Background: an optimization exercise with open tools, aiming at small area. Do not read the settings as production practice.
Where RTL was checked, it was by simulation tests only, not by an equivalence proof against the original.
The flow treats the clock pin as an ideal source, which a real chip does not have.
Power figures rest on the tool's default switching activity, not on a simulated workload.

==> flow/design.v <==
module jtag_pdi_sniffer (
    input  wire       clk,
    input  wire       rst,         
    input  wire       smp_valid,   
    input  wire       tms,
    input  wire       tdi,
    input  wire       tdo,
    output wire       out_valid,
    output wire [7:0] out_data,
    output reg        pdi_err
);
    localparam [3:0] S_RESET      = 4'hF,
                     S_IDLE       = 4'hC,
                     S_SELECT_DR  = 4'h7,
                     S_CAPTURE_DR = 4'h6,
                     S_SHIFT_DR   = 4'h2,
                     S_EXIT1_DR   = 4'h1,
                     S_PAUSE_DR   = 4'h3,
                     S_EXIT2_DR   = 4'h0,
                     S_UPDATE_DR  = 4'h5,
                     S_SELECT_IR  = 4'h4,
                     S_CAPTURE_IR = 4'hE,
                     S_SHIFT_IR   = 4'hA,
                     S_EXIT1_IR   = 4'h9,
                     S_PAUSE_IR   = 4'hB,
                     S_EXIT2_IR   = 4'h8,
                     S_UPDATE_IR  = 4'hD;
    localparam [1:0] K_END  = 2'd0,    
                     K_NEXT = 2'd1,    
                     K_REP  = 2'd2,    
                     K_CAP  = 2'd3;    
    reg [3:0] tap;
    reg       ir_rst;      
    reg [3:0] irs;
    reg [31:0] dri;
    reg [9:0]  dro;        
    reg [3:0] tap_next;
    always @(*) begin
        case (tap)
            S_RESET:      tap_next = tms ? S_RESET     : S_IDLE;
            S_IDLE:       tap_next = tms ? S_SELECT_DR : S_IDLE;
            S_SELECT_DR:  tap_next = tms ? S_SELECT_IR : S_CAPTURE_DR;
            S_CAPTURE_DR: tap_next = tms ? S_EXIT1_DR  : S_SHIFT_DR;
            S_SHIFT_DR:   tap_next = tms ? S_EXIT1_DR  : S_SHIFT_DR;
            S_EXIT1_DR:   tap_next = tms ? S_UPDATE_DR : S_PAUSE_DR;
            S_PAUSE_DR:   tap_next = tms ? S_EXIT2_DR  : S_PAUSE_DR;
            S_EXIT2_DR:   tap_next = tms ? S_UPDATE_DR : S_SHIFT_DR;
            S_UPDATE_DR:  tap_next = tms ? S_SELECT_DR : S_IDLE;
            S_SELECT_IR:  tap_next = tms ? S_RESET     : S_CAPTURE_IR;
            S_CAPTURE_IR: tap_next = tms ? S_EXIT1_IR  : S_SHIFT_IR;
            S_SHIFT_IR:   tap_next = tms ? S_EXIT1_IR  : S_SHIFT_IR;
            S_EXIT1_IR:   tap_next = tms ? S_UPDATE_IR : S_PAUSE_IR;
            S_PAUSE_IR:   tap_next = tms ? S_EXIT2_IR  : S_PAUSE_IR;
            S_EXIT2_IR:   tap_next = tms ? S_UPDATE_IR : S_SHIFT_IR;
            default:      tap_next = tms ? S_SELECT_DR : S_IDLE;  
        endcase
    end
    always @(posedge clk) begin
        if (rst) begin
            tap    <= S_RESET;
            ir_rst <= 1'b1;
            irs    <= 4'h0;
            dri    <= 32'h0;
            dro    <= 10'h0;
        end else if (smp_valid) begin
            tap <= tap_next;
            if (tap == S_RESET)     ir_rst <= 1'b1;
            if (tap == S_UPDATE_IR) ir_rst <= 1'b0;
            if (tap == S_SHIFT_IR)  irs <= {tdi, irs[3:1]};
            if (tap == S_SHIFT_DR) begin
                dri <= {tdi, dri[31:1]};
                dro <= {tdo, dro[9:1]};
            end
        end
    end
    wire is_id  = ir_rst | (irs == 4'h3);
    wire is_pdi = !ir_rst && (irs == 4'h7);
    wire commit = smp_valid && (tap == S_UPDATE_DR) && (is_id || is_pdi);
    reg [6:1] e;
    always @(posedge clk) begin
        if (rst) e <= 6'd0;
        else     e <= {e[5:1], commit};
    end
    reg        idle;
    reg        dir;        
    reg [1:0]  kind;
    reg [1:0]  m;          
    reg [1:0]  arg;        
    reg        dir2;       
    reg [31:0] rep;
    reg [23:0] acc;
    wire       wr    = idle | dir;
    wire [8:0] frame = wr ? dri[30:22] : dro[8:0];
    wire       bad   = ^frame;
    wire [7:0] b     = frame[7:0];
    wire       upd   = e[2] & is_pdi;
    wire       data  = upd & !bad & !idle;
    wire       last  = (m == 2'd0);
    reg [32:0] rz;         
    integer k;
    always @(*) begin
        rz[0] = 1'b1;
        for (k = 0; k < 32; k = k + 1) rz[k+1] = rz[k] & !rep[k];
    end
    wire rep_clr = rst | (upd & bad & !idle & (kind == K_REP));
    wire rep_dec = data & last & (kind == K_REP) & !rz[32];
    wire rep_ld  = data & last & (kind == K_CAP);
    always @(posedge clk) begin
        if (rep_clr)     rep <= 32'd0;
        else if (rep_ld) rep <= {acc, b};
        else             rep <= rep ^ ({32{rep_dec}} & rz[31:0]);
    end
    always @(posedge clk) begin
        if (upd) acc <= idle ? 24'd0 : {acc[15:0], b};
    end
    wire [3:0] op = b[7:4];
    always @(posedge clk) begin
        if (rst)
            idle <= 1'b1;
        else if (upd)
            idle <= bad | (idle ? (op == 4'hF)
                                : last & (kind != K_NEXT) & ((kind != K_REP) | rz[32]));
    end
    always @(posedge clk) begin
        if (upd) begin
            if (idle) begin
                arg  <= (op == 4'h7) ? 2'd3 : b[1:0];
                dir2 <= b[5];
                case (op)
                    4'h0, 4'h2: begin dir <= 1'b1; kind <= K_NEXT; m <= b[3:2]; end  
                    4'h7:       begin dir <= 1'b1; kind <= K_NEXT; m <= 2'd3;   end  
                    4'h1:       begin dir <= 1'b0; kind <= K_REP;  m <= b[1:0]; end  
                    4'h3:       begin dir <= 1'b1; kind <= K_REP;  m <= b[1:0]; end  
                    4'h5:       begin dir <= 1'b1; kind <= K_CAP;  m <= b[1:0]; end  
                    4'h6:       begin dir <= 1'b1; kind <= K_END;  m <= 2'd0;   end  
                    default:    begin dir <= 1'b0; kind <= K_END;  m <= 2'd0;   end
                endcase
            end else if (!last) begin
                m <= m - 2'd1;
            end else if (kind == K_NEXT) begin
                kind <= K_END;
                dir  <= dir2;
                m    <= arg;
            end else begin
                m <= arg;
            end
        end
    end
    wire pdi_ok = !idle && !bad;    
    assign out_valid = (e[1] & (is_id | pdi_ok)) | (e[2] & !is_id & pdi_ok) |
                       ((e[3] | e[4] | e[5] | e[6]) & is_id);
    always @(*) pdi_err = e[1] & !is_id & bad;
    assign out_data = ({8{e[1]}} & {7'b0001000, !is_id}) |
                      ({8{e[2]}} & b) |
                      ({8{e[3]}} & dri[31:24]) |
                      ({8{e[4]}} & dri[23:16]) |
                      ({8{e[5]}} & dri[15:8]) |
                      ({8{e[6]}} & dri[7:0]);
endmodule
clock: 10.0 ns
lec_check: 0
abc_area: 1
cap_margin: 20
core_margin: 2
core_utilization: 40
cts_buf_list: sky130_fd_sc_hd__clkbuf_4
cts_cluster_diameter: 100
cts_cluster_size: 40
slew_margin: 20
run.sh (not shown) runs the stock make flow with config.mk's settings and CLKGATE_MAP_FILE= SYNTH_SCRIPT=/design/flow/synth_recipe.tcl, a recipe that flattens the netlist after the stock synthesis.
Then changed:
--- a/flow/design.v
+++ b/flow/design.v
@@ -110,42 +110,40 @@
         else if (rep_ld) rep <= {acc, b};
         else             rep <= rep ^ ({32{rep_dec}} & rz[31:0]);
     end
     always @(posedge clk) begin
         if (upd) acc <= idle ? 24'd0 : {acc[15:0], b};
     end
-    wire [3:0] op = b[7:4];
     always @(posedge clk) begin
-        if (rst)
+        if (rst) begin
             idle <= 1'b1;
-        else if (upd)
-            idle <= bad | (idle ? (op == 4'hF)
-                                : last & (kind != K_NEXT) & ((kind != K_REP) | rz[32]));
-    end
-    always @(posedge clk) begin
-        if (upd) begin
-            if (idle) begin
-                arg  <= (op == 4'h7) ? 2'd3 : b[1:0];
+        end else if (upd) begin
+            if (bad) begin
+                idle <= 1'b1;
+            end else if (idle) begin
+                arg  <= b[1:0];
                 dir2 <= b[5];
-                case (op)
-                    4'h0, 4'h2: begin dir <= 1'b1; kind <= K_NEXT; m <= b[3:2]; end  
-                    4'h7:       begin dir <= 1'b1; kind <= K_NEXT; m <= 2'd3;   end  
-                    4'h1:       begin dir <= 1'b0; kind <= K_REP;  m <= b[1:0]; end  
-                    4'h3:       begin dir <= 1'b1; kind <= K_REP;  m <= b[1:0]; end  
-                    4'h5:       begin dir <= 1'b1; kind <= K_CAP;  m <= b[1:0]; end  
-                    4'h6:       begin dir <= 1'b1; kind <= K_END;  m <= 2'd0;   end  
-                    default:    begin dir <= 1'b0; kind <= K_END;  m <= 2'd0;   end
+                case (b[7:4])
+                    4'h0: begin idle <= 1'b0; dir <= 1'b1; kind <= K_NEXT; m <= b[3:2]; end  
+                    4'h1: begin idle <= 1'b0; dir <= 1'b0; kind <= K_REP;  m <= b[1:0]; end  
+                    4'h2: begin idle <= 1'b0; dir <= 1'b1; kind <= K_NEXT; m <= b[3:2]; end  
+                    4'h3: begin idle <= 1'b0; dir <= 1'b1; kind <= K_REP;  m <= b[1:0]; end  
+                    4'h5: begin idle <= 1'b0; dir <= 1'b1; kind <= K_CAP;  m <= b[1:0]; end  
+                    4'h6: begin idle <= 1'b0; dir <= 1'b1; kind <= K_END;  m <= 2'd0;   end  
+                    4'h7: begin idle <= 1'b0; dir <= 1'b1; kind <= K_NEXT; m <= 2'd3; arg <= 2'd3; end  
+                    4'hF: ;
+                    default: begin idle <= 1'b0; dir <= 1'b0; kind <= K_END; m <= 2'd0; end
                 endcase
             end else if (!last) begin
                 m <= m - 2'd1;
-            end else if (kind == K_NEXT) begin
-                kind <= K_END;
-                dir  <= dir2;
-                m    <= arg;
             end else begin
-                m <= arg;
+                case (kind)
+                    K_NEXT: begin kind <= K_END; dir <= dir2; m <= arg; end
+                    K_REP:  if (!rz[32]) m <= arg; else idle <= 1'b1;
+                    default: idle <= 1'b1;
+                endcase
             end
         end
     end
     wire pdi_ok = !idle && !bad;    
     assign out_valid = (e[1] & (is_id | pdi_ok)) | (e[2] & !is_id & pdi_ok) |
                        ((e[3] | e[4] | e[5] | e[6]) & is_id);
=>
- The changed run finished with timing, DRC and antenna clean
- wire length rises by 2.2%
- hold slack is worse by 4.3 ps
- final cell count grows by 3.3%
- combinational power came out higher by about 7%
- sequential power stays flat
Function was not checked in any run of this note: the RTL went through the layout flow alone.

RTL: the design.v shown in full above, as it stands there.
==> flow/config.mk <==
export PLATFORM = sky130hd
export DESIGN_NAME = jtag_pdi_sniffer
export DESIGN_NICKNAME = jtag_pdi_sniffer
export VERILOG_FILES = /design/flow/design.v
export SDC_FILE = /design/flow/constraint.sdc
export NUM_CORES = 4
export LEC_CHECK = 0
export ABC_AREA = 0
export CAP_MARGIN = 20
export CORE_MARGIN = 2
export CORE_UTILIZATION = 40
export CTS_BUF_LIST = sky130_fd_sc_hd__clkbuf_4
export CTS_CLUSTER_DIAMETER = 100
export CTS_CLUSTER_SIZE = 40
export SLEW_MARGIN = 20
==> flow/constraint.sdc <==
create_clock -name core_clock -period 10.0 [get_ports {clk}]
set_input_delay 2.0000 -clock core_clock [delete_from_list [all_inputs] [get_ports {clk}]]
set_output_delay 2.0000 -clock core_clock [all_outputs]
set_load 0.01 [all_outputs]
standard.sh (not shown) runs the stock make flow with config.mk's settings and CLKGATE_MAP_FILE= SYNTH_SCRIPT=/design/flow/synth_recipe.tcl, a recipe that flattens the netlist after the stock synthesis.
==> flow/flow/run.sh <==
#!/bin/bash
# Standard layout, with two changes: clock tree synthesis without dummy
# loads (and clkbuf_4 buffers), and plain buf_1 cells as the port buffers.
set -euo pipefail
export CTS_ARGS="-sink_clustering_enable -repair_clock_nets -buf_list sky130_fd_sc_hd__clkbuf_4 -sink_clustering_size 40 -sink_clustering_max_diameter 100 -dont_use_dummy_load"
export BUFFER_PORTS_ARGS="-buffer_cell sky130_fd_sc_hd__buf_1"
bash standard.sh > standard.log 2>&1
Then changed:
--- a/flow/design.v
+++ b/flow/design.v
@@ -94,34 +94,38 @@
     wire       bad   = ^frame;
     wire [7:0] b     = frame[7:0];
     wire       upd   = e[2] & is_pdi;
     wire       data  = upd & !bad & !idle;
     wire       last  = (m == 2'd0);
-    reg [32:0] rz;         
+    reg        repz;
+    wire       rep_step = data & last & (kind == K_REP);
+    wire       rep_ld   = data & last & (kind == K_CAP);
+    reg [32:0] rz;
     integer k;
     always @(*) begin
-        rz[0] = 1'b1;
+        rz[0] = rep_step & !repz;
         for (k = 0; k < 32; k = k + 1) rz[k+1] = rz[k] & !rep[k];
     end
-    wire rep_clr = rst | (upd & bad & !idle & (kind == K_REP));
-    wire rep_dec = data & last & (kind == K_REP) & !rz[32];
-    wire rep_ld  = data & last & (kind == K_CAP);
+    wire rep_zero = repz | rz[32];
     always @(posedge clk) begin
-        if (rep_clr)     rep <= 32'd0;
-        else if (rep_ld) rep <= {acc, b};
-        else             rep <= rep ^ ({32{rep_dec}} & rz[31:0]);
+        if (rep_ld) rep <= {acc, b};
+        else        rep <= rep ^ rz[31:0];
+    end
+    always @(posedge clk) begin
+        if (rst | (upd & bad & !idle & (kind == K_REP)) | rz[32]) repz <= 1'b1;
+        else if (rep_ld)                                           repz <= 1'b0;
     end
     always @(posedge clk) begin
         if (upd) acc <= idle ? 24'd0 : {acc[15:0], b};
     end
     wire [3:0] op = b[7:4];
     always @(posedge clk) begin
         if (rst)
             idle <= 1'b1;
         else if (upd)
             idle <= bad | (idle ? (op == 4'hF)
-                                : last & (kind != K_NEXT) & ((kind != K_REP) | rz[32]));
+                                : last & (kind != K_NEXT) & ((kind != K_REP) | rep_zero));
     end
     always @(posedge clk) begin
         if (upd) begin
             if (idle) begin
                 arg  <= (op == 4'h7) ? 2'd3 : b[1:0];
Outcome:
- count of clock-buffer cells in the layout does not change
- via count drops by 13%
- power drops by 0.70%
- register-to-register slack loses 5.5 ns
- critical path depth climbs by 37
Function not checked in the first run of this note: the RTL went through the layout flow alone.

## alpha
jtag_pdi_sniffer, a different RTL version from the one above (not shown whole).
Size in the first run: roughly 520 cells after synthesis, ~16 I/O pins, roughly 5200 sq um of cells after synthesis.
Settings: LEC_CHECK=0, ABC_AREA=0, CAP_MARGIN=20, CORE_MARGIN=2, CORE_UTILIZATION=40, CTS_BUF_LIST=sky130_fd_sc_hd__clkbuf_4, CTS_CLUSTER_DIAMETER=100, CTS_CLUSTER_SIZE=40, SLEW_MARGIN=20; clock period 10.0 ns.
==> flow/flow/run.sh <==
#!/bin/bash
# Standard layout, with these changes: clock tree synthesis without dummy
# loads and with clkbuf_4 buffers, then any clock buffer driving a slow
# clock pin upsized (flow/post_cts.tcl); plain buf_1 cells as the port
# buffers. The make output goes to standard.log, the tools' own logs to
# orfs/logs.
set -euo pipefail
export CTS_ARGS="-sink_clustering_enable -repair_clock_nets -buf_list sky130_fd_sc_hd__clkbuf_4 -sink_clustering_size 40 -sink_clustering_max_diameter 100 -dont_use_dummy_load"
export BUFFER_PORTS_ARGS="-buffer_cell sky130_fd_sc_hd__buf_1"
export POST_CTS_TCL="$(pwd)/flow/post_cts.tcl"
bash standard.sh > standard.log 2>&1
==> flow/flow/post_cts.tcl <==
estimate_parasitics -placement
set slow {}
foreach pin [all_registers -clock_pins] {
  set s 0
  foreach e {rise fall} {
    set v [get_property $pin slew_max_$e]
    if {$v > $s} { set s $v }
  }
  if {$s > 0.110} {
    foreach d [get_pins -of_objects [get_nets -of_objects $pin] -filter "direction==output"] {
      lappend slow [get_property [get_cells -of_objects $d] full_name]
    }
  }
}
foreach name [lsort -unique $slow] {
  set cell [get_cells $name]
  if {[get_property [get_lib_cells -of_objects $cell] name] eq "sky130_fd_sc_hd__clkbuf_4"} {
    puts "post_cts: upsizing $name to clkbuf_8"
    replace_cell $cell sky130_fd_sc_hd__clkbuf_8
  }
}
detailed_placement
check_placement -verbose
estimate_parasitics -placement
Relative to alpha, the following input files were edited for beta:
--- a/flow/design.v
+++ b/flow/design.v
@@ -90,28 +90,28 @@
     reg [31:0] rep;
     reg [23:0] acc;
     wire       wr    = idle | dir;
     wire [8:0] frame = wr ? dri[30:22] : dro[8:0];
     wire       bad   = ^frame;
     wire [7:0] b     = frame[7:0];
     wire       upd   = e[2] & is_pdi;
     wire       data  = upd & !bad & !idle;
     wire       last  = (m == 2'd0);
     reg [1:0] ph;
     reg       mstep;       
-    reg       mld;         
     reg       spend;       
     reg       repz;
     wire rep_zero = repz | (rep == 32'd0);
     wire rep_step = data & last & (kind == K_REP) & !rep_zero;
     wire rep_ld   = data & last & (kind == K_CAP);
+    wire mld      = (e[3] | e[4] | e[5]) & is_pdi & idle & (kind == K_CAP) & !bad;
     wire z2 = (rep[23:16] == 8'd0);
     wire z1 = (rep[15:8]  == 8'd0);
     wire z0 = (rep[7:0]   == 8'd0);
     wire bw = mstep &
               ((ph == 2'd3) | (z2 & ((ph == 2'd2) | (z1 & ((ph == 2'd1) | z0)))));
     reg [8:0] bc;          
     reg [7:0] hd;
     integer k;
     always @(*) begin
         bc[0] = bw;
         for (k = 0; k < 8; k = k + 1) begin
@@ -119,32 +119,29 @@
             bc[k+1] = bc[k] & !rep[24+k];
         end
     end
     wire [1:0] ls    = rep_ld ? 2'd0 : ph;
     wire       lmask = ({1'b0, ls} + {1'b0, arg}) < 3'd3;
     wire [7:0] x = (rep_ld | mld) ? (lmask ? 8'd0 : acc[23:16]) : hd;
     always @(posedge clk) rep <= {rep[23:0], x};
     always @(posedge clk) begin
         if (rst) begin
             ph    <= 2'd0;
             mstep <= 1'b0;
-            mld   <= 1'b0;
             spend <= 1'b0;
         end else if (rep_ld) begin
             ph  <= 2'd1;
-            mld <= 1'b1;
         end else begin
             ph <= ph + 2'd1;
             if (ph == 2'd3) begin
                 mstep <= spend | rep_step;
-                mld   <= 1'b0;
                 spend <= 1'b0;
             end else if (rep_step) begin
                 spend <= 1'b1;
             end
         end
     end
     always @(posedge clk) begin
         if (rst | (upd & bad & !idle & (kind == K_REP))) repz <= 1'b1;
         else if (rep_ld)                                  repz <= 1'b0;
     end
     always @(posedge clk) begin
[summary]
Least setup slack across all paths after layout came out higher on beta than on alpha.
Diff beta..alpha | hold slack | negligible
Going from alpha to beta, layout net count went up 0.36%; detailed route wirelength on metal2 shows a reduction of 0.66%.
Lower share of cell area taken by flip-flops and latches among beta and alpha: beta
beta vs alpha — wire length rose 1.0%.
On area of all placed cells without fillers, beta and alpha are basically level.
Going from alpha to beta, post-route fraction of the period consumed by the critical path shrinks by 1.4 points.
Between alpha and beta, the flow reports count of flip-flops and latches decreasing slightly.
beta and alpha ended up with nearly the same gate count after technology mapping.
Re total of clock buffers placed in the layout: no difference whatsoever between beta and alpha.
Compared beta vs alpha, and global-route usage is up in beta.

==> afterwards: timing with drivers on the ports <==
The results above use ideal ports. As a check the final layouts listed here were re-extracted and re-timed, cells and wires unchanged. Step 1 (the two cells are an assumption about what drives the block):
set clk [get_ports {clk}]
set_driving_cell -lib_cell sky130_fd_sc_hd__clkbuf_16 $clk
set_driving_cell -lib_cell sky130_fd_sc_hd__buf_2 [delete_from_list [all_inputs] $clk]
Step 2 times the ports against the registers' clock, not the clock port: input delays grow and output delays shrink by t, the midpoint of the rising clock arrivals with the driver on. Three values: ideal ports, drivers, drivers and shift; two values: the first two.
| run | t, ns | setup slack, ns | worst setup path after step 2 | latest minus earliest clock arrival (ns) | cell pins on the clock port's net |
|---|---|---|---|---|---|
| the first run of note 1 | 0.564 | 3.821 / 3.787 / 4.350 | register to output | 0.019 / 0.019 | 1 |
| the second run of note 1 | 0.552 | 3.925 / 3.889 / 4.442 | register to output | 0.017 / 0.017 | 1 |
| the first run of note 2 | 0.536 | 4.624 / 4.589 / 5.125 | register to output | 0.054 / 0.054 | 1 |
| the second run of note 2 | 0.538 | 0.876 / 0.876 / 0.876 | register to register | 0.030 / 0.030 | 1 |
| alpha | 0.550 | 4.432 / 4.396 / 4.947 | register to output | 0.029 / 0.029 | 1 |
| beta | 0.530 | 4.569 / 4.538 / 5.068 | register to output | 0.032 / 0.032 | 1 |
After both steps setup and hold are still met in every run listed.
